Background: an optimization exercise with open tools, aiming at small area, a short achievable clock period and few clock cycles. Do not read the settings as production practice.
The RTL was checked by simulation tests, not by an equivalence proof against the original design.
No activity file was given, so power comes from the tool's default toggle rates.

==> design/flow/design.v <==
module px4io_crc8_tab (
    input  wire [7:0] idx,
    output wire [7:0] val
);
    assign val[0] = idx[0] ^ idx[6] ^ idx[7];
    assign val[1] = idx[0] ^ idx[1] ^ idx[6];
    assign val[2] = idx[0] ^ idx[1] ^ idx[2] ^ idx[6];
    assign val[3] = idx[1] ^ idx[2] ^ idx[3] ^ idx[7];
    assign val[4] = idx[2] ^ idx[3] ^ idx[4];
    assign val[5] = idx[3] ^ idx[4] ^ idx[5];
    assign val[6] = idx[4] ^ idx[5] ^ idx[6];
    assign val[7] = idx[5] ^ idx[6] ^ idx[7];
endmodule
module px4io_engine (
    input  wire        clk,
    input  wire        rst,
    input  wire        cmd_valid,
    input  wire [7:0]  cmd,
    input  wire [7:0]  arg_mode,
    input  wire [7:0]  arg_page,
    input  wire [7:0]  arg_offset,
    input  wire [7:0]  arg_n,
    input  wire [7:0]  arg_retries,
    input  wire [15:0] arg_clear,
    input  wire [15:0] arg_set,
    input  wire        val_we,
    input  wire [4:0]  val_addr,
    input  wire [15:0] val_wdata,
    input  wire [4:0]  out_addr,
    output wire [15:0] out_rdata,
    output wire        link_req,
    output reg  [1:0]  link_op,
    output wire [7:0]  link_wdata,
    input  wire        link_ack,
    input  wire [1:0]  link_resp,
    input  wire [7:0]  link_rdata,
    output wire        busy,
    output reg         ready,
    output wire [7:0]  status,
    output reg  [7:0]  errinfo,
    output reg  [7:0]  result,
    output reg         flag,
    output reg  [2:0]  fault,
    output reg  [31:0] stall_cnt,
    output reg  [31:0] retry_cnt,
    output reg  [31:0] crcfail_cnt
);
    localparam [6:0] C_DEFAULT = 7'h01, C_CLEAR = 7'h02, C_BUILD = 7'h03,
                     C_CRC8    = 7'h04, C_CHECK = 7'h05, C_COUNT = 7'h06,
                     C_CODE    = 7'h07,
                     C_SETUP   = 7'h10, C_DISCARD = 7'h11, C_EXCHANGE = 7'h12,
                     C_NEW     = 7'h20, C_GET   = 7'h21, C_GET1  = 7'h22,
                     C_SET     = 7'h23, C_SET1  = 7'h24, C_MODIFY = 7'h25;
    localparam [1:0] OP_SETUP = 2'd0, OP_POLL = 2'd1, OP_WRITE = 2'd2, OP_FLUSH = 2'd3;
    localparam [1:0] R_OK = 2'd0, R_NODATA = 2'd1, R_ERR = 2'd2;   
    localparam [2:0] S_OK = 3'd0, S_COMM = 3'd1, S_ERROR_RESPONSE = 3'd2,
                     S_UNRESPONSIVE = 3'd4;
    localparam [2:0] F_NONE = 3'd0, F_BUSY_OVERLAP = 3'd1, F_ILLEGAL_CMD = 3'd2,
                     F_NOT_READY = 3'd3, F_BAD_COUNT = 3'd4, F_BAD_MODE = 3'd5;
    localparam [3:0] DRIVER_RETRIES = 4'd10;
    localparam [15:0] SENTINEL = 16'h55AA;
    localparam integer ST_IDLE  = 0,
                     ST_PKT   = 1,    
                     ST_SETUP = 2,    
                     ST_DISC  = 3,    
                     ST_DRAIN = 4,    
                     ST_WRITE = 5,    
                     ST_FLUSH = 6,    
                     ST_HDR   = 7,    
                     ST_BODY  = 8,    
                     ST_UNR   = 9,    
                     ST_BLDRX = 10;   
    function [7:0] crc_t1;
    input [7:0] x;
    begin
        crc_t1[0] = x[0] ^ x[6] ^ x[7];
        crc_t1[1] = x[0] ^ x[1] ^ x[6];
        crc_t1[2] = x[0] ^ x[1] ^ x[2] ^ x[6];
        crc_t1[3] = x[1] ^ x[2] ^ x[3] ^ x[7];
        crc_t1[4] = x[2] ^ x[3] ^ x[4];
        crc_t1[5] = x[3] ^ x[4] ^ x[5];
        crc_t1[6] = x[4] ^ x[5] ^ x[6];
        crc_t1[7] = x[5] ^ x[6] ^ x[7];
    end
endfunction
    function [7:0] crc_t2;
    input [7:0] x;
    begin
        crc_t2[0] = x[0] ^ x[4] ^ x[6];
        crc_t2[1] = x[1] ^ x[4] ^ x[5] ^ x[6] ^ x[7];
        crc_t2[2] = x[0] ^ x[2] ^ x[4] ^ x[5] ^ x[7];
        crc_t2[3] = x[1] ^ x[3] ^ x[5] ^ x[6];
        crc_t2[4] = x[0] ^ x[2] ^ x[4] ^ x[6] ^ x[7];
        crc_t2[5] = x[1] ^ x[3] ^ x[5] ^ x[7];
        crc_t2[6] = x[2] ^ x[4] ^ x[6];
        crc_t2[7] = x[3] ^ x[5] ^ x[7];
    end
endfunction
    function [7:0] crc_t3;
    input [7:0] x;
    begin
        crc_t3[0] = x[0] ^ x[2] ^ x[3] ^ x[5] ^ x[7];
        crc_t3[1] = x[0] ^ x[1] ^ x[2] ^ x[4] ^ x[5] ^ x[6] ^ x[7];
        crc_t3[2] = x[1] ^ x[6];
        crc_t3[3] = x[0] ^ x[2] ^ x[7];
        crc_t3[4] = x[1] ^ x[3];
        crc_t3[5] = x[0] ^ x[2] ^ x[4];
        crc_t3[6] = x[0] ^ x[1] ^ x[3] ^ x[5];
        crc_t3[7] = x[1] ^ x[2] ^ x[4] ^ x[6];
    end
endfunction
    function [7:0] crc_t4;
    input [7:0] x;
    begin
        crc_t4[0] = x[4] ^ x[6] ^ x[7];
        crc_t4[1] = x[0] ^ x[4] ^ x[5] ^ x[6];
        crc_t4[2] = x[0] ^ x[1] ^ x[4] ^ x[5];
        crc_t4[3] = x[1] ^ x[2] ^ x[5] ^ x[6];
        crc_t4[4] = x[0] ^ x[2] ^ x[3] ^ x[6] ^ x[7];
        crc_t4[5] = x[1] ^ x[3] ^ x[4] ^ x[7];
        crc_t4[6] = x[2] ^ x[4] ^ x[5];
        crc_t4[7] = x[3] ^ x[5] ^ x[6];
    end
endfunction
    function [7:0] crc_t8;
    input [7:0] x;
    begin
        crc_t8[0] = x[0] ^ x[4] ^ x[7];
        crc_t8[1] = x[0] ^ x[1] ^ x[4] ^ x[5] ^ x[7];
        crc_t8[2] = x[1] ^ x[2] ^ x[4] ^ x[5] ^ x[6] ^ x[7];
        crc_t8[3] = x[2] ^ x[3] ^ x[5] ^ x[6] ^ x[7];
        crc_t8[4] = x[0] ^ x[3] ^ x[4] ^ x[6] ^ x[7];
        crc_t8[5] = x[1] ^ x[4] ^ x[5] ^ x[7];
        crc_t8[6] = x[2] ^ x[5] ^ x[6];
        crc_t8[7] = x[3] ^ x[6] ^ x[7];
    end
endfunction
    function [7:0] crc_t16;
    input [7:0] x;
    begin
        crc_t16[0] = x[7];
        crc_t16[1] = x[0] ^ x[7];
        crc_t16[2] = x[1] ^ x[7];
        crc_t16[3] = x[2];
        crc_t16[4] = x[3];
        crc_t16[5] = x[4];
        crc_t16[6] = x[5];
        crc_t16[7] = x[6];
    end
endfunction
    function [7:0] crc_t32;
    input [7:0] x;
    begin
        crc_t32[0] = x[6];
        crc_t32[1] = x[6] ^ x[7];
        crc_t32[2] = x[0] ^ x[6] ^ x[7];
        crc_t32[3] = x[1] ^ x[7];
        crc_t32[4] = x[2];
        crc_t32[5] = x[3];
        crc_t32[6] = x[4];
        crc_t32[7] = x[5];
    end
endfunction
    function [7:0] crc_t64;
    input [7:0] x;
    begin
        crc_t64[0] = x[4];
        crc_t64[1] = x[4] ^ x[5];
        crc_t64[2] = x[4] ^ x[5] ^ x[6];
        crc_t64[3] = x[5] ^ x[6] ^ x[7];
        crc_t64[4] = x[0] ^ x[6] ^ x[7];
        crc_t64[5] = x[1] ^ x[7];
        crc_t64[6] = x[2];
        crc_t64[7] = x[3];
    end
endfunction
    function [7:0] crc_tinv;
    input [7:0] x;
    begin
        crc_tinv[0] = x[0] ^ x[1] ^ x[2] ^ x[4] ^ x[5] ^ x[7];
        crc_tinv[1] = x[3] ^ x[4] ^ x[6] ^ x[7];
        crc_tinv[2] = x[1] ^ x[2];
        crc_tinv[3] = x[0] ^ x[2] ^ x[3];
        crc_tinv[4] = x[0] ^ x[1] ^ x[3] ^ x[4];
        crc_tinv[5] = x[1] ^ x[2] ^ x[4] ^ x[5];
        crc_tinv[6] = x[0] ^ x[2] ^ x[3] ^ x[5] ^ x[6];
        crc_tinv[7] = x[0] ^ x[1] ^ x[3] ^ x[4] ^ x[6] ^ x[7];
    end
endfunction
    function [7:0] crc16s;
        input [7:0]  c;
        input [15:0] s;
        crc16s = crc_t2(c ^ s[7:0]) ^ crc_t1(s[15:8]);
    endfunction
    function [7:0] crc32s;
        input [7:0]  c;
        input [31:0] w;
        crc32s = crc_t4(c ^ w[7:0]) ^ crc_t3(w[15:8]) ^ crc_t2(w[23:16]) ^ crc_t1(w[31:24]);
    endfunction
    reg [543:0] tx;           
    reg [543:0] rx;           
    reg [31:0]  hdr;          
    reg [511:0] val;          
    reg [511:0] outr;         
    reg [10:0] st;
    reg        c_buf;         
    reg        c_build, c_crc8, c_check;
    reg        c_new;
    reg        c_xchg;        
    reg        c_get;         
    reg        c_mod;         
    reg        mod2;          
    reg        clr_pend;      
    reg [5:0]  c_n;           
    reg [15:0] c_clear;
    reg [15:0] c_set;
    reg [7:0]  att;           
    reg [7:0]  rlim;          
    reg [3:0]  catt;          
    reg [2:0]  status_r;      
    reg [5:0]  idx;           
    reg [6:0]  rp;            
    reg [7:0]  wcur;          
    reg        wb;            
    reg        b_lst;         
    reg [7:0]  rcrc;          
    reg        cp_go;         
    reg        cp1;           
    reg [7:0]  pa;            
    reg        crc_done;      
    reg [7:0]  wk_c;          
    reg [4:0]  wk_w;          
    reg [5:0]  wk_rem;        
    reg        wk_on;         
    reg [4:0]  wk_rd;         
    reg [31:0] wk_wd;         
    reg        wk_v;          
    reg        wk_defer;      
    reg [2:0]  bk;            
    reg [7:0]  vcrc;          
    reg [5:0]  vlen;
    integer k;
    wire [6:0] d_code = cmd[6:0];
    wire       d_buf  = cmd[7];
    wire       d_pkt  = (d_code >= C_DEFAULT) && (d_code <= C_CODE);
    wire       d_reg  = (d_code >= C_GET) && (d_code <= C_MODIFY);
    wire       d_known = d_pkt ||
                         (d_code == C_SETUP) || (d_code == C_DISCARD) ||
                         (d_code == C_EXCHANGE) || (d_code == C_NEW) || d_reg;
    wire       d_illegal = !d_known || (d_buf && !d_pkt);
    wire       d_need_ready = (d_code == C_DISCARD) || (d_code == C_EXCHANGE) || d_reg;
    wire       d_has_n = (d_code == C_BUILD) || (d_code == C_CRC8) ||
                         (d_code == C_GET) || (d_code == C_SET);
    wire       d_bad_count = d_has_n && (arg_n > 8'd32);
    wire       d_bad_mode  = (d_code == C_BUILD) && (arg_mode[5:0] != 6'd0);
    wire       d_fault = d_illegal || (d_need_ready && !ready) || d_bad_count || d_bad_mode;
    wire       busy_r = !st[ST_IDLE];
    wire       active = !rst && (fault == F_NONE) && !(cmd_valid && busy_r);
    wire       iss    = active && !busy_r && cmd_valid && !d_fault;
    wire       i_default = iss && (d_code == C_DEFAULT);
    wire       i_clear   = iss && (d_code == C_CLEAR);
    wire       i_build   = iss && (d_code == C_BUILD);
    wire       i_crc8    = iss && (d_code == C_CRC8);
    wire       i_check   = iss && (d_code == C_CHECK);
    wire       i_new     = iss && (d_code == C_NEW);
    wire       i_get     = iss && (d_code == C_GET);
    wire       i_get1    = iss && ((d_code == C_GET1) || (d_code == C_MODIFY));
    wire       i_set     = iss && (d_code == C_SET);
    wire       i_set1    = iss && (d_code == C_SET1);
    wire       i_reg     = iss && d_reg;
    wire [7:0] d_b0 = d_buf ? rx[7:0] : tx[7:0];
    wire       i_check_run = i_check && (d_b0[5:0] <= 6'd32);
    wire [5:0] n_iss = (i_get1 || i_set1) ? 6'd1 :
                       i_check ? d_b0[5:0] : arg_n[5:0];
    wire       s_zero = i_get || i_get1;
    wire       s_vcrc = (i_build || i_set || i_set1) && (vlen == n_iss);
    wire        wk_active = wk_on || wk_v;
    wire [4:0]  taddr   = wk_w | rp[6:2];
    reg [31:0] tx_word;
    always @(*) begin
        tx_word = 32'd0;
        for (k = 0; k < 17; k = k + 1) begin
            tx_word = tx_word | ({32{taddr == k}} & tx[32*k +: 32]);
        end
    end
    wire        wr_ok   = !wk_active && (crc_done || cp1);
    assign busy      = busy_r;
    assign status    = {5'd0, status_r};
    wire [31:0] osel;
    wire [15:0] og0, og1, og2, og3, on01, on23;
    px4io_dec5     u_odec (.a(out_addr), .y(osel));
    px4io_ao8x16   u_og0 (.s(osel[7:0]),   .d(outr[127:0]),   .q(og0));
    px4io_ao8x16   u_og1 (.s(osel[15:8]),  .d(outr[255:128]), .q(og1));
    px4io_ao8x16   u_og2 (.s(osel[23:16]), .d(outr[383:256]), .q(og2));
    px4io_ao8x16   u_og3 (.s(osel[31:24]), .d(outr[511:384]), .q(og3));
    px4io_nor2x16  u_on0 (.a(og0), .b(og1), .y(on01));
    px4io_nor2x16  u_on1 (.a(og2), .b(og3), .y(on23));
    px4io_nand2x16 u_ond (.a(on01), .b(on23), .y(out_rdata));
    assign link_wdata = wcur;
    wire [7:0]  tx_rbyte = tx_word[8*rp[1:0] +: 8];
    assign link_req  = st[ST_SETUP] || st[ST_DISC] || st[ST_DRAIN] ||
                       st[ST_FLUSH] || st[ST_HDR] || st[ST_BODY] ||
                       (st[ST_WRITE] && wr_ok);
    always @(*) begin
        case (1'b1)
            st[ST_SETUP]: link_op = OP_SETUP;
            st[ST_WRITE]: link_op = OP_WRITE;
            st[ST_FLUSH]: link_op = OP_FLUSH;
            default:  link_op = OP_POLL;
        endcase
    end
    wire call    = !rst && !cmd_valid && link_req && link_ack;
    wire r_data  = (link_resp == R_OK);
    wire r_nod   = (link_resp == R_NODATA);
    wire r_err   = (link_resp == R_ERR);
    wire [6:0] txlen = (tx[7:6] == 2'b01) ? ({tx[5:0], 1'b0} + 7'd4) : 7'd4;
    wire [5:0] h_cnt   = hdr[5:0];
    wire       rd_poll = call && (st[ST_HDR] || st[ST_BODY]);
    wire       rd_data = rd_poll && r_data;
    wire       h_last  = st[ST_HDR] && (idx[1:0] == 2'd3);
    wire       h_bad   = (hdr[7:6] != 2'b00) || (h_cnt > 6'd32);
    wire       b_last  = st[ST_BODY] && b_lst;
    wire       x_comp  = rd_data && ((h_last && !h_bad && (h_cnt == 6'd0)) || b_last);
    wire       x_rej   = rd_data && h_last && h_bad;
    wire       x_stall = rd_poll && r_nod && wb;
    wire       x_comm  = call && ((st[ST_WRITE] || st[ST_FLUSH]) ? r_err :
                                  (st[ST_HDR] || st[ST_BODY]) && !r_data && !r_nod);
    wire       x_abandon = x_rej || x_stall;
    wire       x_retry = x_abandon && (att != rlim);
    wire       x_unresp = x_abandon && (att == rlim);
    wire       accept  = (link_rdata == (rcrc ^ crc_tinv(hdr[15:8])));
    wire       p_acc   = x_comp && !c_xchg && accept;
    wire       p_fail  = x_comp && !c_xchg && !accept;
    wire       p_again = p_fail && (catt != DRIVER_RETRIES);
    wire       acc_get = p_acc && c_get;
    wire       acc_mod1 = p_acc && c_mod && !mod2;
    wire [7:0] b_0 = c_buf ? rx[7:0]   : tx[7:0];
    wire [7:0] b_2 = c_buf ? rx[23:16] : tx[23:16];
    wire [7:0] b_3 = c_buf ? rx[31:24] : tx[31:24];
    wire [7:0] ch0 = crc_t4(b_0) ^ crc_t2(b_2) ^ crc_t1(b_3);
    wire [7:0] ch1 = c_n[0] ? crc_t2(ch0) : ch0;
    wire [7:0] ch2 = c_n[1] ? crc_t4(ch1) : ch1;
    wire [7:0] ch3 = c_n[2] ? crc_t8(ch2) : ch2;
    wire [7:0] cf1 = c_n[3] ? crc_t16(pa) : pa;
    wire [7:0] cf2 = c_n[4] ? crc_t32(cf1) : cf1;
    wire [7:0] cf3 = c_n[5] ? crc_t64(cf2) : cf2;
    wire [7:0] crc_v = cf3 ^ wk_c;
    wire       fin   = active && cp1 && !wk_active && !st[ST_BLDRX] && !wk_defer;
    wire        rx_rot  = active && wk_on && c_buf;
    wire [31:0] wk_word = c_buf ? rx[63:32] : tx_word;
    wire [7:0] h3_now = st[ST_HDR] ? link_rdata : hdr[31:24];
    wire [5:0] b_n = arg_n[5:0];
    reg  [31:0] lt_n;            
    always @(*) begin
        for (k = 0; k < 32; k = k + 1)
            lt_n[k] = arg_n[5] || (arg_n[4:0] > k);
    end
    wire        cpy_now = active && st[ST_BLDRX];
    reg  [63:0] vgrp;
    reg  [31:0] lt_cn;           
    always @(*) begin
        vgrp = 64'd0;
        for (k = 0; k < 8; k = k + 1)
            vgrp = vgrp | ({64{bk == k}} & val[64*k +: 64]);
        for (k = 0; k < 32; k = k + 1)
            lt_cn[k] = (c_n > k);
    end
    wire rx_zero = rst || (i_default && d_buf) || i_new;
    wire rx_clr  = (i_clear && d_buf) || i_reg || p_again || (active && clr_pend);
    wire rx_bld  = i_build && d_buf;
    wire rx_hwr  = x_comp && !p_again;
    wire rx_crc  = fin && c_build && c_buf;
    wire rx_bw   = rd_data && st[ST_BODY];
    wire tx_zero = rst || (i_default && !d_buf) || i_new;
    wire tx_clr  = i_clear && !d_buf;
    wire tx_hdr  = (i_build && !d_buf) || i_reg;
    wire tx_crc  = fin && !(c_build && c_buf) && !c_crc8 && !c_check;
    wire tx_ldv  = (i_build && !d_buf) || i_set;
    wire [7:0] tx_b0 = i_build ? (arg_n | arg_mode) :
                       i_get ? {2'b00, arg_n[5:0]} :
                       i_get1 ? 8'h01 :
                       i_set ? {2'b01, arg_n[5:0]} : 8'h41;
    reg  [63:0]  bw_at;
    always @(*) begin
        for (k = 0; k < 64; k = k + 1)
            bw_at[k] = rx_bw && (idx == k);
    end
    wire [15:0] mod_s0 = {(bw_at[1] ? link_rdata : rx[47:40]), (bw_at[0] ? link_rdata : rx[39:32])};
    wire [15:0] mod_w  = (mod_s0 & ~c_clear) | c_set;
    reg [543:0] rx_nxt;
    reg [543:0] tx_nxt;
    reg         s_v, s_r, s_h, s_z, s_w;
    always @(*) begin
        rx_nxt[31:0] = rx[31:0];
        if (rx_zero || rx_clr)
            rx_nxt[31:0] = 32'd0;
        else if (rx_bld) begin
            rx_nxt[7:0]   = arg_n | arg_mode;
            rx_nxt[23:16] = arg_page;
            rx_nxt[31:24] = arg_offset;
        end else if (rx_hwr)
            rx_nxt[31:0] = {h3_now, hdr[23:0]};
        else if (rx_crc)
            rx_nxt[15:8] = crc_v;
        for (k = 0; k < 64; k = k + 1) begin
            s_r = (bw_at[k] && !rx_clr) || (cpy_now && ((k / 8) == bk) && lt_cn[k / 2]);
            s_h = !(rx_zero || rx_clr || s_r || rx_rot);
            rx_nxt[32 + 8*k +: 8] = ({8{s_r}} & (cpy_now ? vgrp[8*(k % 8) +: 8] : link_rdata)) |
                                    ({8{rx_rot}} & rx[32 + 8*((k + 4) % 64) +: 8]) |
                                    ({8{rx_clr}} & ((k % 2) ? SENTINEL[15:8] : SENTINEL[7:0])) |
                                    ({8{s_h}} & rx[32 + 8*k +: 8]);
        end
        tx_nxt[31:0] = tx[31:0];
        if (tx_zero || tx_clr)
            tx_nxt[31:0] = 32'd0;
        else if (tx_hdr) begin
            tx_nxt[7:0]   = tx_b0;
            tx_nxt[23:16] = arg_page;
            tx_nxt[31:24] = arg_offset;
        end else if (acc_mod1)
            tx_nxt[7:0] = 8'h41;
        else if (tx_crc)
            tx_nxt[15:8] = crc_v;
        for (k = 0; k < 32; k = k + 1) begin
            s_v = (tx_ldv && lt_n[k]) || (i_set1 && (k == 0));
            s_z = tx_zero || (i_get && lt_n[k]) || (i_get1 && (k == 0));
            s_w = acc_mod1 && (k == 0);
            s_h = !(s_v || s_z || s_w || tx_clr);
            tx_nxt[32 + 16*k +: 16] = ({16{s_v}} & val[16*k +: 16]) |
                                      ({16{tx_clr}} & SENTINEL) |
                                      ({16{s_w}} & mod_w) |
                                      ({16{s_h}} & tx[32 + 16*k +: 16]);
        end
    end
    always @(posedge clk) begin
        rx <= rx_nxt;
        tx <= tx_nxt;
    end
    wire [15:0] val_d = rst ? 16'd0 : val_wdata;
    always @(posedge clk) begin
        for (k = 0; k < 32; k = k + 1)
            if (rst || (val_we && (fault == F_NONE) && (val_addr == k)))
                val[16*k +: 16] <= val_d;
    end
    always @(posedge clk) begin
        for (k = 0; k < 32; k = k + 1)
            if (rst || (acc_get && (c_n > k)) || (acc_mod1 && (k == 0)))
                outr[16*k +: 16] <= rx_nxt[32 + 16*k +: 16];
    end
    always @(posedge clk) begin
        if (rst) begin
            hdr <= 32'd0;
            st <= 11'd1 << ST_IDLE;
            c_buf <= 1'b0;
            c_build <= 1'b0;
            c_crc8 <= 1'b0;
            c_check <= 1'b0;
            c_new <= 1'b0;
            c_xchg <= 1'b0;
            c_get <= 1'b0;
            c_mod <= 1'b0;
            mod2 <= 1'b0;
            clr_pend <= 1'b0;
            c_n <= 6'd0;
            c_clear <= 16'd0;
            c_set <= 16'd0;
            att <= 8'd0;
            rlim <= 8'd0;
            catt <= 4'd0;
            idx <= 6'd0;
            b_lst <= 1'b0;
            rp <= 7'd0;
            wcur <= 8'd0;
            wb <= 1'b0;
            rcrc <= 8'd0;
            cp_go <= 1'b0;
            cp1 <= 1'b0;
            pa <= 8'd0;
            crc_done <= 1'b0;
            wk_c <= 8'd0;
            wk_w <= 5'd0;
            wk_rem <= 6'd0;
            wk_on <= 1'b0;
            wk_rd <= 5'd0;
            wk_wd <= 32'd0;
            wk_v <= 1'b0;
            wk_defer <= 1'b0;
            bk <= 3'd0;
            vcrc <= 8'd0;
            vlen <= 6'd0;
            ready <= 1'b0;
            status_r <= S_OK;
            errinfo <= 8'd0;
            result <= 8'd0;
            flag <= 1'b0;
            fault <= F_NONE;
            stall_cnt <= 32'd0;
            retry_cnt <= 32'd0;
            crcfail_cnt <= 32'd0;
        end else if (fault != F_NONE) begin
            st <= 11'd1 << ST_IDLE;
        end else if (cmd_valid && busy_r) begin
            fault <= F_BUSY_OVERLAP;
            st <= 11'd1 << ST_IDLE;
        end else begin
            if (val_we) begin
                if (val_addr == 5'd0) begin
                    vcrc <= crc16s(8'd0, val_wdata);
                    vlen <= 6'd1;
                end else if ({1'b0, val_addr} == vlen) begin
                    vcrc <= crc16s(vcrc, val_wdata);
                    vlen <= vlen + 6'd1;
                end else if ({1'b0, val_addr} < vlen) begin
                    vcrc <= 8'd0;
                    vlen <= 6'd0;
                end
            end
            clr_pend <= acc_mod1;
            if (cp_go) begin
                pa <= ch3;
                cp1 <= 1'b1;
                cp_go <= 1'b0;
            end
            wk_v <= wk_on && (wk_rd != 5'd0);
            if (wk_on) begin
                wk_wd <= wk_word;
                if (wk_rd != 5'd0)
                    wk_rd <= wk_rd - 5'd1;
                wk_on <= c_buf ? (wk_w != 5'd16) : (wk_rd > 5'd1);
                wk_w <= (c_buf ? (wk_w != 5'd16) : (wk_rd > 5'd1)) ? wk_w + 5'd1 : 5'd0;
            end
            if (wk_v) begin
                if (wk_rem == 6'd1) begin
                    wk_c <= crc16s(wk_c, wk_wd[15:0]);
                    wk_rem <= 6'd0;
                end else begin
                    wk_c <= crc32s(wk_c, wk_wd);
                    wk_rem <= wk_rem - 6'd2;
                end
            end
            if (fin) begin
                cp1 <= 1'b0;
                if (c_crc8)
                    result <= crc_v;
                if (c_check)
                    flag <= (crc_v == (c_buf ? rx[15:8] : tx[15:8]));
                if (!c_build && !c_crc8 && !c_check)
                    crc_done <= 1'b1;
                if (st[ST_PKT]) begin
                    st <= 11'd1 << ST_IDLE;
                end
            end
            if (rd_data)
                rcrc <= crc_t1(rcrc ^ ((st[ST_HDR] && (idx[1:0] == 2'd1)) ? 8'd0 : link_rdata));
            case (1'b1)
            st[ST_IDLE]: begin
                if (cmd_valid) begin
                    if (d_illegal)
                        fault <= F_ILLEGAL_CMD;
                    else if (d_need_ready && !ready)
                        fault <= F_NOT_READY;
                    else if (d_bad_count)
                        fault <= F_BAD_COUNT;
                    else if (d_bad_mode)
                        fault <= F_BAD_MODE;
                    else begin
                        c_buf   <= d_buf;
                        c_build <= (d_code == C_BUILD);
                        c_crc8  <= (d_code == C_CRC8);
                        c_check <= (d_code == C_CHECK);
                        c_new   <= (d_code == C_NEW);
                        c_xchg  <= (d_code == C_EXCHANGE);
                        c_get   <= (d_code == C_GET) || (d_code == C_GET1);
                        c_mod   <= (d_code == C_MODIFY);
                        mod2    <= 1'b0;
                        c_n     <= n_iss;
                        c_clear <= arg_clear;
                        c_set   <= arg_set;
                        rp      <= 7'd0;
                        case (d_code)
                        C_BUILD, C_CRC8: begin
                            st <= 11'd1 << ST_PKT;
                            bk <= 3'd0;
                            if (i_build && d_buf && (arg_n[5:0] != 6'd0))
                                st <= 11'd1 << ST_BLDRX;
                        end
                        C_CHECK: begin
                            if (!i_check_run)
                                flag <= 1'b0;
                            else begin
                                st <= 11'd1 << ST_PKT;
                            end
                        end
                        C_COUNT: result <= {2'b00, d_b0[5:0]};
                        C_CODE:  result <= {d_b0[7:6], 6'd0};
                        C_SETUP, C_NEW: begin
                            st <= 11'd1 << ST_SETUP;
                        end
                        C_DISCARD: begin
                            st <= 11'd1 << ST_DISC;
                        end
                        C_EXCHANGE: begin
                            if (arg_retries == 8'd0)
                                st <= 11'd1 << ST_UNR;
                            else begin
                                st <= 11'd1 << ST_DRAIN;
                                rlim <= arg_retries;
                                att <= 8'd1;
                                wb <= 1'b0;
                                crc_done <= 1'b1;
                            end
                        end
                        C_GET, C_GET1, C_SET, C_SET1, C_MODIFY: begin
                            st <= 11'd1 << ST_DRAIN;
                            rlim <= {4'd0, DRIVER_RETRIES};
                            att <= 8'd1;
                            catt <= 4'd1;
                            wb <= 1'b0;
                            crc_done <= 1'b0;
                        end
                        default: ;
                        endcase
                        if (i_build || i_crc8 || i_check_run || i_reg) begin
                            cp_go <= 1'b1;
                            cp1 <= 1'b0;
                            wk_w <= (!(s_zero || s_vcrc) && (n_iss != 6'd0)) ? 5'd1 : 5'd0;
                            wk_c <= s_vcrc ? vcrc : 8'd0;
                            wk_rem <= (s_zero || s_vcrc) ? 6'd0 : n_iss;
                            wk_on <= !(s_zero || s_vcrc) && (n_iss != 6'd0);
                            wk_rd <= n_iss[5:1] + {4'd0, n_iss[0]};
                            wk_v <= 1'b0;
                            wk_defer <= 1'b0;
                            if (i_build && d_buf) begin
                                wk_on <= 1'b0;
                                wk_w <= 5'd0;
                                wk_defer <= !s_vcrc && (n_iss != 6'd0);
                            end
                        end
                    end
                end
            end
            st[ST_BLDRX]: begin
                bk <= bk + 3'd1;
                if (({1'b0, bk, 2'b00} + 6'd4) >= c_n) begin
                    st <= 11'd1 << ST_PKT;
                    if (wk_defer) begin
                        wk_defer <= 1'b0;
                        wk_on <= 1'b1;
                        wk_w <= 5'd1;
                        wk_rd <= c_n[5:1] + {4'd0, c_n[0]};
                    end
                end
            end
            st[ST_UNR]: begin
                status_r <= S_UNRESPONSIVE;
                st <= 11'd1 << ST_IDLE;
            end
            st[ST_SETUP]: begin
                if (call) begin
                    if (r_err) begin
                        if (c_new) ready <= 1'b0;
                        errinfo <= link_rdata;
                        status_r <= S_COMM;
                        st <= 11'd1 << ST_IDLE;
                    end else if (r_data) begin
                        ready <= 1'b1;
                        status_r <= S_OK;
                        st <= 11'd1 << ST_IDLE;
                    end
                end
            end
            st[ST_DISC]: begin
                if (call && !r_data) begin
                    status_r <= S_OK;
                    st <= 11'd1 << ST_IDLE;
                end
            end
            st[ST_DRAIN]: begin
                if (call && !r_data) begin
                    wcur <= tx[7:0];
                    rp <= 7'd1;
                    st <= 11'd1 << ST_WRITE;
                end
            end
            st[ST_WRITE]: begin
                if (call && r_data) begin
                    if (rp == txlen)
                        st <= 11'd1 << ST_FLUSH;
                    else begin
                        wcur <= (rp == 7'd1) ? (crc_done ? tx[15:8] : crc_v) : tx_rbyte;
                        rp <= rp + 7'd1;
                    end
                end
            end
            st[ST_FLUSH]: begin
                if (call && r_data) begin
                    idx <= 6'd0;
                    rcrc <= 8'd0;
                    st <= 11'd1 << ST_HDR;
                end
            end
            st[ST_HDR], st[ST_BODY]: begin
                if (rd_data) begin
                    wb <= 1'b0;
                    if (st[ST_HDR]) begin
                        case (idx[1:0])
                            2'd0: hdr[7:0]   <= link_rdata;
                            2'd1: hdr[15:8]  <= link_rdata;
                            2'd2: hdr[23:16] <= link_rdata;
                            default: hdr[31:24] <= link_rdata;
                        endcase
                    end
                    b_lst <= st[ST_BODY] && (({1'b0, idx} + 7'd2) == {h_cnt, 1'b0});
                    if (h_last) begin
                        idx <= 6'd0;
                        if (!h_bad && (h_cnt != 6'd0))
                            st <= 11'd1 << ST_BODY;
                    end else
                        idx <= idx + 6'd1;
                end else if (rd_poll && r_nod)
                    wb <= 1'b1;
            end
            default: ;
            endcase
            if (x_comm) begin
                errinfo <= link_rdata;
                status_r <= S_COMM;
                st <= 11'd1 << ST_IDLE;
            end
            if (x_abandon && x_stall)
                stall_cnt <= stall_cnt + 32'd1;
            if (x_retry) begin
                att <= att + 8'd1;
                retry_cnt <= retry_cnt + 32'd1;
                wb <= 1'b0;
                st <= 11'd1 << ST_DRAIN;
            end
            if (x_unresp) begin
                status_r <= S_UNRESPONSIVE;
                st <= 11'd1 << ST_IDLE;
            end
            if (x_comp) begin
                result <= {1'b0, h_cnt, 1'b0} + 8'd4;
                if (c_xchg) begin
                    status_r <= S_OK;
                    st <= 11'd1 << ST_IDLE;
                end else if (p_fail) begin
                    crcfail_cnt <= crcfail_cnt + 32'd1;
                    if (p_again) begin
                        catt <= catt + 4'd1;
                        att <= 8'd1;
                        wb <= 1'b0;
                        st <= 11'd1 << ST_DRAIN;
                    end else begin
                        status_r <= S_ERROR_RESPONSE;
                        st <= 11'd1 << ST_IDLE;
                    end
                end else if (acc_mod1) begin
                    mod2 <= 1'b1;
                    catt <= 4'd1;
                    att <= 8'd1;
                    wb <= 1'b0;
                    st <= 11'd1 << ST_DRAIN;
                    crc_done <= 1'b0;
                    cp_go <= 1'b1;
                    cp1 <= 1'b0;
                    wk_w <= 5'd0;
                    rp <= 7'd0;
                    wk_c <= crc16s(8'd0, mod_w);
                    wk_rem <= 6'd0;
                    wk_on <= 1'b0;
                    wk_v <= 1'b0;
                end else begin
                    status_r <= S_OK;
                    st <= 11'd1 << ST_IDLE;
                end
            end
        end
    end
endmodule
module px4io_dec5 (
    input  wire [4:0]  a,
    output reg  [31:0] y
);
    integer k;
    always @(*) begin
        for (k = 0; k < 32; k = k + 1)
            y[k] = (a == k);
    end
endmodule
module px4io_ao8x16 (
    input  wire [7:0]   s,
    input  wire [127:0] d,
    output reg  [15:0]  q
);
    integer k;
    always @(*) begin
        q = 16'd0;
        for (k = 0; k < 8; k = k + 1)
            q = q | ({16{s[k]}} & d[16*k +: 16]);
    end
endmodule
module px4io_nor2x16 (
    input  wire [15:0] a,
    input  wire [15:0] b,
    output wire [15:0] y
);
    assign y = ~(a | b);
endmodule
module px4io_nand2x16 (
    input  wire [15:0] a,
    input  wire [15:0] b,
    output wire [15:0] y
);
    assign y = ~(a & b);
endmodule
==> design/flow/flow/run.sh <==
#!/bin/bash
set -euo pipefail
export BUFFER_PORTS_ARGS="-buffer_cell sky130_fd_sc_hd__buf_2"
sed 's/"\${@:-finish}"/ABC_LOAD_IN_FF=35 "${@:-finish}"/' standard.sh > standard_abc.sh
grep -q 'ABC_LOAD_IN_FF=35 ' standard_abc.sh
bash standard_abc.sh > flow_make.log 2>&1
==> design/flow/standard.sh <==
#!/bin/bash
# synth_recipe.tcl (not shown) runs the flow's synth.tcl, then flattens the netlist and writes it again
# the make line also repeats each setting of config.mk as NAME=value (left out here)
make -C /OpenROAD-flow-scripts/flow DESIGN_CONFIG=/design/flow/config.mk WORK_HOME=/design/flow/orfs CLKGATE_MAP_FILE= SYNTH_SCRIPT=/design/flow/synth_recipe.tcl "${@:-finish}"
==> design/flow/config.mk <==
export PLATFORM = sky130hd
export DESIGN_NAME = px4io_engine
export DESIGN_NICKNAME = px4io_engine
export VERILOG_FILES = /design/flow/design.v
export SDC_FILE = /design/flow/constraint.sdc
export NUM_CORES = 8
export LEC_CHECK = 0
export CAP_MARGIN = 40
export CORE_MARGIN = 2
export CORE_UTILIZATION = 30
export CTS_CLUSTER_DIAMETER = 80
export CTS_CLUSTER_SIZE = 16
export SETUP_SLACK_MARGIN = 4.8
export SLEW_MARGIN = 40
export SYNTH_HIERARCHICAL = 1
==> design/flow/constraint.sdc <==
create_clock -name core_clock -period 10.0 [get_ports {clk}]
set_input_delay 2.0000 -clock core_clock [delete_from_list [all_inputs] [get_ports {clk}]]
set_output_delay 2.0000 -clock core_clock [all_outputs]
set_load 0.01 [all_outputs]
==> results list, run 1 <==
- Run status: finished clean
- Number of nets in the finished design: 10023
- Setup violations remaining at the end of the flow were counted as 0.
- Unrepaired setup endpoints after global routing: true
- In this run the tightest slew margin relative to its limit is 0.2879.
- Number of antenna-violating nets in the routed design: 0
* Overflow left after global routing: 0
* Layout filler cell count: 35955
- Cells after Synth: 10333
- Post-Place Cell Area: 0.1165 mm2
- DIE WIDTH: 607.6 um
- 274 I/O pins were placed.
- Count of flip-flops with a built-in enable after synthesis: 1024
- Critical path endpoint category: output pin
- Power density over the cells: 156.4 mW/mm2
- Counting I/O delays and the setup requirement, the final critical path takes 5.706 ns.
- For the worst flop-to-flop path, the logic depth is 15.
- Core Footprint: 0.3625 mm2
- Derived from the worst setup path, the maximum achievable clock frequency is 175.2 MHz.
* Dominant synthesized flop cell: dfxtp_1
- The first global-routing pass estimated 660700 um of wire.
- Startpoint of the tightest hold check path: hdr[24]
* Worst setup SP type: input port
- The tightest min-delay check is of the flop to flop type.
- Std-Cell Rows: 221
- Distinct cells, synth: 110
- A synthesized cell averages 10.58 um2.
* End point of the worst hold path: hdr[24]
- Worst vdd rail ir drop: 0.1589 mV
- Initial DRC Count: 16491
* Clock insertion delay at the later pin of the skew report: 0.94 ns
* Weighted congestion at the end of routability-driven global placement: 1.001
* Share of synthesized area occupied by flip-flops and latches: 0.5446
* Number of maximum-capacitance constraint violations: 0
- Top cells by area in the synthesized netlist: edfxtp_1, dfxtp_1, clkbuf_1
* Via density per instance: 6.094
- Across the routed clock network, the largest skew measured is 0.05824 ns.
- For this configuration, the core starts out at a cell density of 0.3015.
- At the worst endpoint, the required time is 8.00 ns.
- Dpl hpwl: 337100 um
* Total number of clock tree sinks: 2461
- Crit Path Category: input port to output pin
- Syn-to-layout area delta: 14.77%
- Die footprint: 0.3691 mm2
* Count of cells along the worst hold path: 2
- For this run, the total global-route usage over all layers was measured as 0.2503.
- Clock buffers created by TritonCTS: 185
* Count of synthesis-stage warnings from yosys: 9
* Count leader, synth: dfxtp_1
* DRC viols: 0
- The finished cells cover 0.1254 mm2.
* Capturing point of the worst reg2reg path: wcur[6]
* Period utilization: 0.5706
* Routed wire per std cell: 32.87 um
* Leakage power of the design: 43.27 nW
- Counting flops with an async set or reset pin after synthesis yields a share of 0.
- Largest driver fanout on the critical path: 16
- Root buffer selected by CTS: clkbuf_16
* Count of final hold-check violations: 0
* Number of iterations in the first detailed-routing pass: 10
- The biggest area contributor in the post-synthesis netlist is edfxtp_1.
* R2R setup slack: 4.83 ns
- For the pin with the worst max-slew slack, the measured transition is 1.062 ns.
- The final layout contains routed wiring with a total length of 487900 um.
- Origin of the critical flop-to-flop path: rp[3]
- Worst path arrival time: 3.71 ns
- The mapped netlist covers 0.1093 mm2.
- Share of cells above drive strength 1: 0.1856
- Quantity of I/O buffers inserted on ports: 268
- Measured along the y axis, the die boundary spans 607.6 um.
- Design Power: 19.61 mW
- The H-tree was split into 4 levels.
- The routed layout has 90454 vias.
- Fraction of synthesized cell area taken by the top area cell type: 0.2814
- Antenna violations before repair: 50
- Registers take 0.05953 mm2.
* Clock-pin slew of the registers on the worst-case setup and hold paths: 0.07 ns
- By count the netlist is led by dfxtp_1, clkbuf_1, edfxtp_1.
* Count of state elements after synthesis: 2461
- The longest clock path from root to sink contains 4 buffers.
- Total Neg Setup Slack: 0 ns
* Vias in the first global route: 82001
- The multi-input combinational cells in the finished layout cover a total of 0.04667 mm2.
- Final-report max-slew violation count: 0
* Post-cts hold buffer count: 0
- Clock tree from TritonCTS: yes
- Entering global routing, the biggest net connects 173 pins.
- Post-Route Utilization: 0.3460
where the power goes:
| group | leakage [nW] | switching (mW) | internal [mW] |
|---|---|---|---|
| registers | 22.0 | 0.140 | 10.7 |
| clock network | 2.58 | 3.81 | 3.58 |
| logic | 18.7 | 1.00 | 0.398 |
| total | 43.3 | 4.95 | 14.7 |
per-layer routing:
metal  share of wire  global-route usage
met1            0.38              0.3269
met2            0.41              0.3544
met3            0.14             0.08792
met4           0.070              0.1464
met5         0.00021                   0
modules after synthesis, one instance, submodules excluded:
module,cells,times used,flip-flops and latches
px4io_ao8x16,96,4,0
px4io_nand2x16,16,1,0
px4io_nor2x16,16,2,0
px4io_engine,9847,1,2461
px4io_dec5,54,1,0
critical path, stage by stage:
cell and delay [ns]:
buf_12 0.10, nand3b_1 0.17, buf_12 0.16, nor2_4 0.04
buf_12 0.16, a22oi_1 0.35, nand4_2 0.28, nor2_4 0.19
nand2_4 0.07, buf_4 0.16
layout make-up:
| class | instances | area share |
|---|---|---|
| diodes | 55 | 0.001097 |
| repair buffers | 775 | 0.05844 |
| well taps | 4794 | 0.04783 |
| multi-input cells | 6334 | 0.3721 |
| inverters | 100 | 0.003043 |
| clock buffers | 305 | 0.04125 |
| clock inverters | 18 | 0.001606 |
| flip-flops and latches | 2461 | 0.4746 |
cell usage in the layout (no fill, tap or decap), types with 47 or more instances in the layout:
master / n
nor3_1: 65
diode_2: 55
clkbuf_1: 114
or3_1: 47
inv_2: 53
a21oi_1: 678
a22o_1: 296
edfxtp_1: 1024
buf_4: 334
buf_2: 249
a21o_1: 58
nor2_4: 64
o211ai_1: 294
nor2_1: 614
a221oi_1: 77
a22oi_1: 262
xor2_1: 166
nor2b_1: 124
clkbuf_16: 194
nand3_1: 404
nand4_1: 59
mux2i_1: 109
a21oi_2: 48
a211oi_1: 58
buf_12: 73
o21ai_0: 148
and2_1: 51
a22oi_2: 197
dfxtp_1: 1431
a221o_1: 411
nand2_1: 747
xnor2_1: 321
a222oi_1: 197
and3_1: 50
worst max-delay path by stage:
stage / from / to / slack (ns)
6_report: out_addr[0] / out_rdata[14] / 4.29
5_1_grt: out_addr[0] / out_rdata[6] / 4.30
4_1_cts: out_addr[1] / out_rdata[12] / 4.33
3_5_place_dp: cmd[2] / outr[395] / 2.79
3_3_place_gp: cmd[2] / outr[112] / 2.75
2_1_floorplan: link_rdata[6] / outr[304] / 4.67
per-stage QoR:
stage,hold slack (ns),setup slack (ns),std cells
after floorplan,0.4297,4.674,10337
after global placement,0.4420,2.755,14253
after detailed placement,0.4468,2.791,14312
after CTS,0.4571,4.326,14752
after global routing,0.4691,4.303,14817
final,0.4560,4.294,14842
timing repair:
| action | 4_1_cts | 5_1_grt |
|---|---|---|
| setup buffers | 110 | 20 |
| resized for setup | 162 | 92 |
| setup endpoints to repair | 1617 | 1080 |
| pin swaps | 122 | 68 |
| gates cloned | 7 | 7 |
logic make-up after synthesis:
logic type,count (synthesis),synth area share
xor gates and xnor gates,534,0.04788
muxes,142,0.01463
adders and majority gates,45,0.005152
other,1,0.00003432
DFF,2461,0.5446
and+or+nand+nor,2562,0.1206
AOI/OAI and AO/OA,3042,0.2081
buffers and inverters,1546,0.05892
flip-flops by register name (all words and copies together) (netlist names), 11 cells and up:
name	flops
stall_cnt	32
retry_cnt	32
hdr	32
tx	544
val	512
crcfail_cnt	32
st	11
rx	544
c_clear	16
wk_wd	32
c_set	16
outr	512
Testbench counts, summed over its fixed seeds: cycles 47,338.
==> inputs of run 2 (changes only) <==
--- a/design/flow/config.mk
+++ b/design/flow/config.mk
@@ -10,6 +10,6 @@
 export CORE_UTILIZATION = 30
 export CTS_CLUSTER_DIAMETER = 80
 export CTS_CLUSTER_SIZE = 16
-export SETUP_SLACK_MARGIN = 4.8
+export SETUP_SLACK_MARGIN = 5.0
 export SLEW_MARGIN = 40
 export SYNTH_HIERARCHICAL = 1
==> results list, run 2 <==
- Counting stages on the worst path, the most repeated cell is nor2_4.
- Number of iterations in the first detailed-routing pass: 10 (unchanged)
- CTS placed an instance of clkbuf_16 at the clock tree root.
- The last weighted congestion value of the routability-driven placer was 1.037 (+3.6%).
* Worst setup SP type: input port
- Critical path's largest stage delay: 0.46 ns (+0.11 ns)
- The largest net degree at the start of global routing is 111 (-36%).
* Global routing's busiest layer: met2
- Mapped Avg Cell Area: 10.58 um2 (unchanged)
- Run status: finished clean
* Overflow left after global routing: 0 (unchanged)
- The via count of the first global-routing pass is 81343 (-0.80%).
- Clock tree from TritonCTS: yes
- The clock buffer count from CTS is 188 (+1.6%).
- The share of the synthesized area in the top cell type was 0.2814 (unchanged).
- Clock group share of total power: 0.384 (+0.007)
* Total Neg Setup Slack: 0 ns (unchanged)
- Standard cell with the maximum stage delay on the critical path: a22oi_1
* Layout filler cell count: 35829 (-0.35%)
* First-pass GRT wire length: 667100 um (+0.97%)
- The number of buffers inserted by port buffering is 268 (unchanged).
* Compound-gate portion of the synthesized area: 0.2081 (unchanged)
- The overall global routing resource usage is 0.2539 (+0.003616).
- Core Footprint: 0.3625 mm2 (unchanged)
- The combined area of the multi-input logic cells came to 0.04791 mm2 (+2.7%).
* Antenna violations before repair: 47 (-6.0%)
* Die footprint: 0.3691 mm2 (unchanged)
- The switching portion of total power was 0.2548 (+0.002255).
- The simple-gate portion of the synthesized area was 0.1206 (unchanged).
- Worst Path Required: 8.00 ns (about the same)
- Commonest cells in the netlist: dfxtp_1, clkbuf_1, edfxtp_1
* Share of synthesized area occupied by flip-flops and latches: 0.5446 (unchanged)
- Crit Path Category: input port to output pin
- Cell taking the most area after synthesis: edfxtp_1
- Sequential standard cell area: 0.05953 mm2 (about the same)
- Leaving out fill and tap cells, the most frequent cell in the layout is dfxtp_1.
- The global-route met3 utilization is 0.09553 (+0.007610).
- The total chip power came to 19.82 mW (+1.1%).
- The final hold slack was 0.4437 ns (-0.01230 ns).
* Internal power contribution: 14.77 mW (+0.75%)
* Unrepaired setup endpoints after global routing: true
- The number of placement rows is 221 (unchanged).
- The share of cells above drive strength 1 was 0.2084 (+0.02278).
- The max-capacitance violation count came to 0 (unchanged).
* Top cells by area in the synthesized netlist: edfxtp_1, dfxtp_1, clkbuf_1
- Count of final hold-check violations: 0 (unchanged)
- The gate count after technology mapping is 10333 (unchanged).
- The CTS sink count came to 2461 (unchanged).
- Largest driver fanout on the critical path: 16 (unchanged)
- The power share of the sequential group was 0.547 (-0.005).
- Pre-CTS WS: 2.732 ns (-0.05840 ns)
* Count of state elements after synthesis: 2461 (unchanged)
- Dpl hpwl: 349600 um (+3.7%)
- The combinational share of power is 0.070 (about the same).
* Count of flip-flops with a built-in enable after synthesis: 1024 (unchanged)
- The DRC violation count after routing was 0 (unchanged).
- Number of nets in the finished design: 10053 (+0.30%)
* Leakage power of the design: 43.74 nW (+1.1%)
* Via count of the routed design: 89309 (-1.3%)
- The die extent in x is 607.6 um (unchanged).
- The largest registers in the layout are rx x544, tx x544.
- The number of buffers on the longest clock path was 4 (unchanged).
- Worst-Margin Slew: 0.9909 ns (-0.07152 ns)
- The remaining number of nets flagged by the antenna check after routing came to 0 (unchanged).
- Cells traversed along the worst timing path: buf_8 -> nand3b_1 -> nor2_4 -> buf_12 -> a22oi_1 -> nand4_4 -> nor2_4 -> nand2_4 -> buf_6
- The share of the cycle needed by the critical path after routing is 0.5767 (+0.006046).
- Time the worst path needs with I/O delays and setup: 5.767 ns (+0.06046 ns)
- Power density over the cells: 156.2 mW/mm2 (about the same)
- The number of warning messages in the yosys log was 9 (unchanged).
* Post-cts hold buffer count: 0 (unchanged)
- The data arrival time of the critical path was 3.77 ns (+0.06 ns).
- The count of boundary I/O pins is 274 (unchanged).
* Highest achievable clock rate: 173.4 MHz (-1.0%)
* Final wirelength: 492500 um (+0.94%)
* Initial DRC Count: 15068 (-8.6%)
* Net switching component of the power: 5.050 mW (+2.0%)
- The setup clock skew after layout came to 0.08996 ns (+0.03172 ns).
- Worst vdd rail ir drop: 0.1274 mV (-20%)
- The mean number of vias per cell was 6.006 (-1.4%).
* H-tree depth: 4 (unchanged)
* Hold/Removal Path Class: flop to flop
- Clock-pin slew of the registers on the worst-case setup and hold paths: 0.08 ns (about the same)
- Syn-to-layout area delta: 16.08%
* Met2 capacity usage during global routing: 0.3615 (+0.007118)
* Main combinational cell family by area after synthesis: compound AO/OA/AOI/OAI gates
* Dominant synthesized flop cell: dfxtp_1
* Mux contribution to synthesized area: 0.01463 (unchanged)
* Distinct cells, synth: 110 (unchanged)
- Routed wire per std cell: 33.12 um (+0.75%)
* Post-layout worst setup margin: 4.233 ns (-0.06046 ns)
- The number of max-slew violations in the final report was 0 (unchanged).
- Initial core utilization: 0.3015 (unchanged)
- The netlist area before placement came to 0.1093 mm2 (unchanged).
* Clock insertion delay at the later pin of the skew report: 0.98 ns (+0.04 ns)
- Count leader, synth: dfxtp_1
* Count of endpoints failing setup in the final report: 0 (unchanged)
* Post-synthesis async set-or-reset flop share: 0 (unchanged)
- The xor/xnor cell area share of the yosys netlist was 0.04788 (unchanged).
- The worst slew margin relative to its limit was 0.3379 (+0.05007).
* Commonest non-fill, non-tap cells in the layout: dfxtp_1, edfxtp_1, nand2_1
- The met1 track demand over resource came to 0.3204 (-0.006571).
- The fraction of the mapped netlist area in adder cells was 0.005152 (unchanged).
- Critical path endpoint category: output pin
* Die Y-Extent: 607.6 um (unchanged)
[run 2: changes by cell type in the layout (fill, tap and decap cells not counted), moves of 18 or more]
cell	change
nor2_1	-35
a21oi_1	-28
a21oi_4	+41
and2_4	+38
nor2_4	+20
nand3_1	-47
buf_16	-18
buf_4	+31
and2_1	-38
nand3_2	+48
[run 2: per-module statistics from Yosys, one instance, submodules excluded]
module          area, um2  copies in the design  cells
px4io_engine       104300                     1   9847
px4io_nand2x16      180.2                     1     16
px4io_dec5          620.6                     1     54
px4io_ao8x16        953.4                     4     96
px4io_nor2x16       180.2                     2     16
[run 2: timing repair]
item                       in CTS  in global routing
setup buffers                 161                 29
cloned                          8                  4
setup endpoints to repair    1757                718
pin swaps                     111                 53
gates resized for setup       157                102
[run 2: area by class of cell]
type / instances / share of cell area
sequential: 2461 / 0.4693
antenna: 42 / 0.0008285
timing repair buffer: 800 / 0.05733
clock inverter: 37 / 0.003502
inverter: 100 / 0.003028
tap: 4794 / 0.04729
clock buffer: 299 / 0.04103
multi-input combinational: 6336 / 0.3777
[run 2: worst paths after layout]
kind         slack, ns            to  cells past startpoint   startpoint
max               4.23  out_rdata[9]                      9  out_addr[0]
min               0.44       tx[445]                      1     val[413]
max reg2reg       4.85       wcur[2]                     18        rp[2]
min reg2reg       0.44       tx[445]                      1     val[413]
[run 2: cells by family after synthesis]
group,count (synthesis)
AND/OR/NAND/NOR,2562
buffers and inverters,1546
AO/OA/AOI/OAI,3042
multiplexers,142
XOR/XNOR,534
other,1
flip-flops,2461
adder cells (fa/ha/maj),45
[run 2: through the flow]
| stage | std cells | util | area (um2) |
|---|---|---|---|
| after global routing | 14842 | 0.3497 | 126800 |
| after floorplan | 10337 | - | 112800 |
| after CTS | 14790 | 0.3470 | 125800 |
| final | 14869 | 0.3499 | 126900 |
| after detailed placement | 14285 | 0.3237 | 117300 |
| after global placement | 14227 | 0.3200 | 116000 |
[run 2: metal layers]
layer / routed length [um] / vias up
met2: 200300 / 6586
met5: 282 / -
met4: 37880 / 20
li1: - / 37428
met3: 68260 / 1217
met1: 185700 / 44058
[run 2: critical path: cells and delay by family]
family | cells | cell delay [ns]
compound gates | 1 | 0.46
simple gates | 5 | 0.88
buf+inv | 3 | 0.39
[run 2: power by group through the flow]
stage | sequential (mW) | clock (mW) | combinational (mW)
after floorplan | 11.0 | 0 | 0.680
after global placement | 11.1 | 0 | 1.20
after detailed placement | 11.1 | 0 | 1.25
after CTS | 10.8 | 7.61 | 1.32
after global routing | 10.8 | 7.95 | 1.41
final | 10.8 | 7.60 | 1.38
==> inputs of run 3 (changes only) <==
--- a/design/flow/design.v
+++ b/design/flow/design.v
@@ -69,7 +69,8 @@
                      ST_HDR   = 7,    
                      ST_BODY  = 8,    
                      ST_UNR   = 9,    
-                     ST_BLDRX = 10;   
+                     ST_BLDRX = 10,   
+                     ST_ONE   = 11;   
     function [7:0] crc_t1;
     input [7:0] x;
     begin
@@ -202,7 +203,7 @@
     reg [31:0]  hdr;          
     reg [511:0] val;          
     reg [511:0] outr;         
-    reg [10:0] st;
+    reg [11:0] st;
     reg        c_buf;         
     reg        c_build, c_crc8, c_check;
     reg        c_new;
@@ -237,6 +238,7 @@
     reg        wk_v;          
     reg        wk_defer;      
     reg [2:0]  bk;            
+    reg        rx_known, rx_ok;
     reg [7:0]  vcrc;          
     reg [5:0]  vlen;
     integer k;
@@ -270,6 +272,7 @@
     wire       i_reg     = iss && d_reg;
     wire [7:0] d_b0 = d_buf ? rx[7:0] : tx[7:0];
     wire       i_check_run = i_check && (d_b0[5:0] <= 6'd32);
+    wire       i_check_walk = i_check_run && d_buf && !rx_known;
     wire [5:0] n_iss = (i_get1 || i_set1) ? 6'd1 :
                        i_check ? d_b0[5:0] : arg_n[5:0];
     wire       s_zero = i_get || i_get1;
@@ -450,7 +453,7 @@
     always @(posedge clk) begin
         if (rst) begin
             hdr <= 32'd0;
-            st <= 11'd1 << ST_IDLE;
+            st <= 12'd1 << ST_IDLE;
             c_buf <= 1'b0;
             c_build <= 1'b0;
             c_crc8 <= 1'b0;
@@ -488,6 +491,8 @@
             bk <= 3'd0;
             vcrc <= 8'd0;
             vlen <= 6'd0;
+            rx_known <= 1'b1;
+            rx_ok <= 1'b1;
             ready <= 1'b0;
             status_r <= S_OK;
             errinfo <= 8'd0;
@@ -498,10 +503,10 @@
             retry_cnt <= 32'd0;
             crcfail_cnt <= 32'd0;
         end else if (fault != F_NONE) begin
-            st <= 11'd1 << ST_IDLE;
+            st <= 12'd1 << ST_IDLE;
         end else if (cmd_valid && busy_r) begin
             fault <= F_BUSY_OVERLAP;
-            st <= 11'd1 << ST_IDLE;
+            st <= 12'd1 << ST_IDLE;
         end else begin
             if (val_we) begin
                 if (val_addr == 5'd0) begin
@@ -516,6 +521,16 @@
                 end
             end
             clr_pend <= acc_mod1;
+            if (rx_bw && c_xchg)
+                rx_known <= 1'b0;
+            if (rx_hwr) begin
+                rx_known <= 1'b1;
+                rx_ok <= accept;
+            end
+            if (rx_zero || rx_clr || rx_crc) begin
+                rx_known <= 1'b1;
+                rx_ok <= 1'b1;
+            end
             if (cp_go) begin
                 pa <= ch3;
                 cp1 <= 1'b1;
@@ -547,7 +562,7 @@
                 if (!c_build && !c_crc8 && !c_check)
                     crc_done <= 1'b1;
                 if (st[ST_PKT]) begin
-                    st <= 11'd1 << ST_IDLE;
+                    st <= 12'd1 << ST_IDLE;
                 end
             end
             if (rd_data)
@@ -579,31 +594,34 @@
                         rp      <= 7'd0;
                         case (d_code)
                         C_BUILD, C_CRC8: begin
-                            st <= 11'd1 << ST_PKT;
+                            st <= 12'd1 << ST_PKT;
                             bk <= 3'd0;
                             if (i_build && d_buf && (arg_n[5:0] != 6'd0))
-                                st <= 11'd1 << ST_BLDRX;
+                                st <= 12'd1 << ST_BLDRX;
                         end
                         C_CHECK: begin
                             if (!i_check_run)
                                 flag <= 1'b0;
-                            else begin
-                                st <= 11'd1 << ST_PKT;
+                            else if (!i_check_walk) begin
+                                flag <= d_buf ? rx_ok : 1'b1;
+                                st <= 12'd1 << ST_ONE;
+                            end else begin
+                                st <= 12'd1 << ST_PKT;
                             end
                         end
                         C_COUNT: result <= {2'b00, d_b0[5:0]};
                         C_CODE:  result <= {d_b0[7:6], 6'd0};
                         C_SETUP, C_NEW: begin
-                            st <= 11'd1 << ST_SETUP;
+                            st <= 12'd1 << ST_SETUP;
                         end
                         C_DISCARD: begin
-                            st <= 11'd1 << ST_DISC;
+                            st <= 12'd1 << ST_DISC;
                         end
                         C_EXCHANGE: begin
                             if (arg_retries == 8'd0)
-                                st <= 11'd1 << ST_UNR;
+                                st <= 12'd1 << ST_UNR;
                             else begin
-                                st <= 11'd1 << ST_DRAIN;
+                                st <= 12'd1 << ST_DRAIN;
                                 rlim <= arg_retries;
                                 att <= 8'd1;
                                 wb <= 1'b0;
@@ -611,7 +629,7 @@
                             end
                         end
                         C_GET, C_GET1, C_SET, C_SET1, C_MODIFY: begin
-                            st <= 11'd1 << ST_DRAIN;
+                            st <= 12'd1 << ST_DRAIN;
                             rlim <= {4'd0, DRIVER_RETRIES};
                             att <= 8'd1;
                             catt <= 4'd1;
@@ -620,7 +638,7 @@
                         end
                         default: ;
                         endcase
-                        if (i_build || i_crc8 || i_check_run || i_reg) begin
+                        if (i_build || i_crc8 || i_check_walk || i_reg) begin
                             cp_go <= 1'b1;
                             cp1 <= 1'b0;
                             wk_w <= (!(s_zero || s_vcrc) && (n_iss != 6'd0)) ? 5'd1 : 5'd0;
@@ -642,7 +660,7 @@
             st[ST_BLDRX]: begin
                 bk <= bk + 3'd1;
                 if (({1'b0, bk, 2'b00} + 6'd4) >= c_n) begin
-                    st <= 11'd1 << ST_PKT;
+                    st <= 12'd1 << ST_PKT;
                     if (wk_defer) begin
                         wk_defer <= 1'b0;
                         wk_on <= 1'b1;
@@ -651,9 +669,12 @@
                     end
                 end
             end
+            st[ST_ONE]: begin
+                st <= 12'd1 << ST_IDLE;
+            end
             st[ST_UNR]: begin
                 status_r <= S_UNRESPONSIVE;
-                st <= 11'd1 << ST_IDLE;
+                st <= 12'd1 << ST_IDLE;
             end
             st[ST_SETUP]: begin
                 if (call) begin
@@ -661,31 +682,31 @@
                         if (c_new) ready <= 1'b0;
                         errinfo <= link_rdata;
                         status_r <= S_COMM;
-                        st <= 11'd1 << ST_IDLE;
+                        st <= 12'd1 << ST_IDLE;
                     end else if (r_data) begin
                         ready <= 1'b1;
                         status_r <= S_OK;
-                        st <= 11'd1 << ST_IDLE;
+                        st <= 12'd1 << ST_IDLE;
                     end
                 end
             end
             st[ST_DISC]: begin
                 if (call && !r_data) begin
                     status_r <= S_OK;
-                    st <= 11'd1 << ST_IDLE;
+                    st <= 12'd1 << ST_IDLE;
                 end
             end
             st[ST_DRAIN]: begin
                 if (call && !r_data) begin
                     wcur <= tx[7:0];
                     rp <= 7'd1;
-                    st <= 11'd1 << ST_WRITE;
+                    st <= 12'd1 << ST_WRITE;
                 end
             end
             st[ST_WRITE]: begin
                 if (call && r_data) begin
                     if (rp == txlen)
-                        st <= 11'd1 << ST_FLUSH;
+                        st <= 12'd1 << ST_FLUSH;
                     else begin
                         wcur <= (rp == 7'd1) ? (crc_done ? tx[15:8] : crc_v) : tx_rbyte;
                         rp <= rp + 7'd1;
@@ -696,7 +717,7 @@
                 if (call && r_data) begin
                     idx <= 6'd0;
                     rcrc <= 8'd0;
-                    st <= 11'd1 << ST_HDR;
+                    st <= 12'd1 << ST_HDR;
                 end
             end
             st[ST_HDR], st[ST_BODY]: begin
@@ -714,7 +735,7 @@
                     if (h_last) begin
                         idx <= 6'd0;
                         if (!h_bad && (h_cnt != 6'd0))
-                            st <= 11'd1 << ST_BODY;
+                            st <= 12'd1 << ST_BODY;
                     end else
                         idx <= idx + 6'd1;
                 end else if (rd_poll && r_nod)
@@ -725,7 +746,7 @@
             if (x_comm) begin
                 errinfo <= link_rdata;
                 status_r <= S_COMM;
-                st <= 11'd1 << ST_IDLE;
+                st <= 12'd1 << ST_IDLE;
             end
             if (x_abandon && x_stall)
                 stall_cnt <= stall_cnt + 32'd1;
@@ -733,34 +754,34 @@
                 att <= att + 8'd1;
                 retry_cnt <= retry_cnt + 32'd1;
                 wb <= 1'b0;
-                st <= 11'd1 << ST_DRAIN;
+                st <= 12'd1 << ST_DRAIN;
             end
             if (x_unresp) begin
                 status_r <= S_UNRESPONSIVE;
-                st <= 11'd1 << ST_IDLE;
+                st <= 12'd1 << ST_IDLE;
             end
             if (x_comp) begin
                 result <= {1'b0, h_cnt, 1'b0} + 8'd4;
                 if (c_xchg) begin
                     status_r <= S_OK;
-                    st <= 11'd1 << ST_IDLE;
+                    st <= 12'd1 << ST_IDLE;
                 end else if (p_fail) begin
                     crcfail_cnt <= crcfail_cnt + 32'd1;
                     if (p_again) begin
                         catt <= catt + 4'd1;
                         att <= 8'd1;
                         wb <= 1'b0;
-                        st <= 11'd1 << ST_DRAIN;
+                        st <= 12'd1 << ST_DRAIN;
                     end else begin
                         status_r <= S_ERROR_RESPONSE;
-                        st <= 11'd1 << ST_IDLE;
+                        st <= 12'd1 << ST_IDLE;
                     end
                 end else if (acc_mod1) begin
                     mod2 <= 1'b1;
                     catt <= 4'd1;
                     att <= 8'd1;
                     wb <= 1'b0;
-                    st <= 11'd1 << ST_DRAIN;
+                    st <= 12'd1 << ST_DRAIN;
                     crc_done <= 1'b0;
                     cp_go <= 1'b1;
                     cp1 <= 1'b0;
@@ -772,7 +793,7 @@
                     wk_v <= 1'b0;
                 end else begin
                     status_r <= S_OK;
-                    st <= 11'd1 << ST_IDLE;
+                    st <= 12'd1 << ST_IDLE;
                 end
             end
         end
--- a/design/flow/config.mk
+++ b/design/flow/config.mk
@@ -10,6 +10,6 @@
 export CORE_UTILIZATION = 30
 export CTS_CLUSTER_DIAMETER = 80
 export CTS_CLUSTER_SIZE = 16
-export SETUP_SLACK_MARGIN = 5.0
+export SETUP_SLACK_MARGIN = 4.5
 export SLEW_MARGIN = 40
 export SYNTH_HIERARCHICAL = 1
==> results list, run 3 <==
- Hold/Removal Path Class: flop to flop
- Largest driver fanout on the critical path: 8 (-8)
- Die footprint: 0.3726 mm2 (+0.95%)
- The overall die height was 610.4 um (+0.47%).
* Overflow left after global routing: 0 (unchanged)
- Number of antenna-violating nets in the routed design: 0 (unchanged)
* Commonest non-fill, non-tap cells in the layout: dfxtp_1, edfxtp_1, nor2_1
- The required time at the endpoint of the critical path came to 8.00 ns (about the same).
- The mean number of vias per cell was 6.113 (+1.8%).
- The largest stage delay on the critical path came to 0.27 ns (-0.19 ns).
- Mapped Avg Cell Area: 10.55 um2 (-0.29%)
- Sequential standard cell area: 0.05959 mm2 (about the same)
- The initial cell density of the core came to 0.3016 (about the same).
* Cell taking the most area after synthesis: edfxtp_1
* Cells traversed along the worst timing path: buf_12 -> or3b_4 -> buf_12 -> nor2_8 -> buf_12 -> a22oi_2 -> nand4_4 -> nor2_4 -> nand2_4 -> buf_2
* Crit Path Category: input port to output pin
- GRT Total Usage: 0.2475 (-0.006419)
* Total number of clock tree sinks: 2464 (+0.12%)
- The die extent in x is 610.4 um (+0.47%).
* DRC viols: 0 (unchanged)
- Syn-to-layout area delta: 13.51%
- Worst path arrival time: 3.74 ns (-0.03 ns)
- TritonCTS built the clock tree.
- Post-cts hold buffer count: 0 (unchanged)
* Commonest cells in the netlist: dfxtp_1, clkbuf_1, edfxtp_1
* Quantity of I/O buffers inserted on ports: 268 (unchanged)
- Count of endpoints failing setup in the final report: 0 (unchanged)
* Commonest non-fill, non-tap cell in the layout: dfxtp_1
* Met2 capacity usage during global routing: 0.3525 (-0.008968)
- Worst-Margin Slew: 1.032 ns (+0.04066 ns)
* Initial DRC Count: 16364 (+8.6%)
- Largest registers: rx x544, tx x544
- The number of storage elements in the synthesis netlist was 2464 (+0.12%).
- Worst path most repeated cell: buf_12
* Clock insertion delay at the later pin of the skew report: 0.99 ns (about the same)
* Time the worst path needs with I/O delays and setup: 5.741 ns (-0.02573 ns)
* First-pass GRT wire length: 659800 um (-1.1%)
- The max-capacitance violation count came to 0 (unchanged).
- The number of placement rows was 222 (+0.45%).
- Run status: finished clean
- Routed wire per std cell: 32.74 um (-1.2%)
- The number of warning messages in the yosys log came to 9 (unchanged).
* Distinct cells, synth: 110 (unchanged)
- Routing usage on met1: 0.3101 (-0.01028)
- Number of top-level pins: 274 (unchanged)
- The via count of the first global-routing pass was 83227 (+2.3%).
- In the post-synthesis netlist, the biggest area contributors are edfxtp_1, dfxtp_1, a221o_1.
* Highest achievable clock rate: 174.2 MHz (+0.45%)
- The number of iterations in the first detailed-routing pass is 10 (unchanged).
==> run 3: cell count changes after synthesis, sizes merged, moves of 59 or more <==
cell	before	now
a22oi	459	392
nand2	780	660
nand3	407	508
nor2	726	898
nor2b	145	54
a221o	411	504
o21ai	229	170
a21oi	765	654
buf	188	297
o211ai	294	165
==> run 3: power breakdown <==
part	switching [mW]	internal, mW	total, mW
Sequential	0.134	10.7	10.8
Clock	3.85	3.60	7.45
Combinational	1.05	0.428	1.48
==> run 3: what timing repair did <==
item / 4_1_cts / 5_1_grt
resized for setup: 247 / 97
setup endpoints to repair: 1557 / 532
pin swaps: 108 / 67
cloned: 6 / 3
setup buffers: 110 / 40
==> run 3: final timing paths <==
check / start / end / slack (ns) / cells after the start
hold reg to reg: val[239] / tx[271] / 0.35 / 1
setup reg to reg: rp[4] / wcur[1] / 4.66 / 15
setup / recovery: out_addr[1] / out_rdata[0] / 4.26 / 10
hold / removal: val[239] / tx[271] / 0.35 / 1
==> run 3: layout make-up <==
cell class,count,area share
inverters,78,0.002338
clock inverters,30,0.003417
well taps,4816,0.04812
repair buffers,762,0.05528
multi-input cells,6328,0.3742
diodes,19,0.0003797
clock buffers,289,0.04041
flip-flops and latches,2464,0.4758
==> run 3: cell families (layout without fill, tap and decap cells) <==
group                    after synthesis  in the layout  synth area share
XOR/XNOR                             532            532           0.04615
other                                  1             24        0.00003399
adder cells (fa/ha/maj)               45             45          0.005104
flip-flops                          2464           2464            0.5400
multiplexers                         179            179           0.01787
AND/OR/NAND/NOR                     2654           2656            0.1230
AO/OA/AOI/OAI                       2911           2911            0.2038
buffers and inverters               1676           1159           0.06403
==> run 3: critical path, delay by kind of cell <==
kind / cells / cell delay (ns)
AOI/OAI and AO/OA: 1 / 0.27
buffers and inverters: 4 / 0.56
and+or+nand+nor: 5 / 0.88
==> run 3: stage by stage <==
step                      setup WS [ns]  hold slack (ns)  instances  utilization  instance area [um2]
final                             4.259           0.3512      14786       0.3423               125200
after global routing              4.253           0.4251      14772       0.3422               125200
after CTS                         4.323           0.3965      14716       0.3394               124200
after detailed placement          2.094           0.4342      14281       0.3173               116100
after global placement            2.195           0.4264      14220       0.3130               114500
after floorplan                   4.316           0.4154      10466            -               111100
==> run 3: per-layer routing <==
layer | up-vias | wire length (um)
li1 | 37203 | -
met1 | 44481 | 175500
met2 | 7008 | 198100
met3 | 1673 | 70430
met4 | 24 | 39730
met5 | - | 251
==> run 3: per-module statistics from Yosys, one instance, submodules excluded <==
module	cells inside	flops+latches	cell area, um2
px4io_ao8x16	96	0	953.4
px4io_nand2x16	16	0	180.2
px4io_engine	9976	2464	105300
px4io_nor2x16	16	0	180.2
px4io_dec5	54	0	620.6
Testbench counts of run 3, summed over its fixed seeds: cycles 47,038.

## separate check: timing with driven ports
In the flow no input, the clock included, has a driving cell. The finished layouts below were timed again as built, in two steps.
Step 1, drivers: a clkbuf_16 drives clk and a buf_2 each remaining input, both assumed.
Step 2, shift: input delay + t, output delay - t, t = (earliest + latest rising clock arrival at the registers) / 2. This alone moves slack from input paths to output paths.
a / b / c = ideal / step 1 / step 2; a / b = the first two.
| run | shift t [ns] | slack for setup (ns) |
|---|---|---|
| run 1 | 1.036 | 4.294 / 4.207 / 3.720 |
| run 2 | 1.046 | 4.233 / 4.038 / 3.932 |
| run 3 | 1.004 | 4.259 / 4.190 / 3.506 |
After both steps every run listed still meets setup and hold.
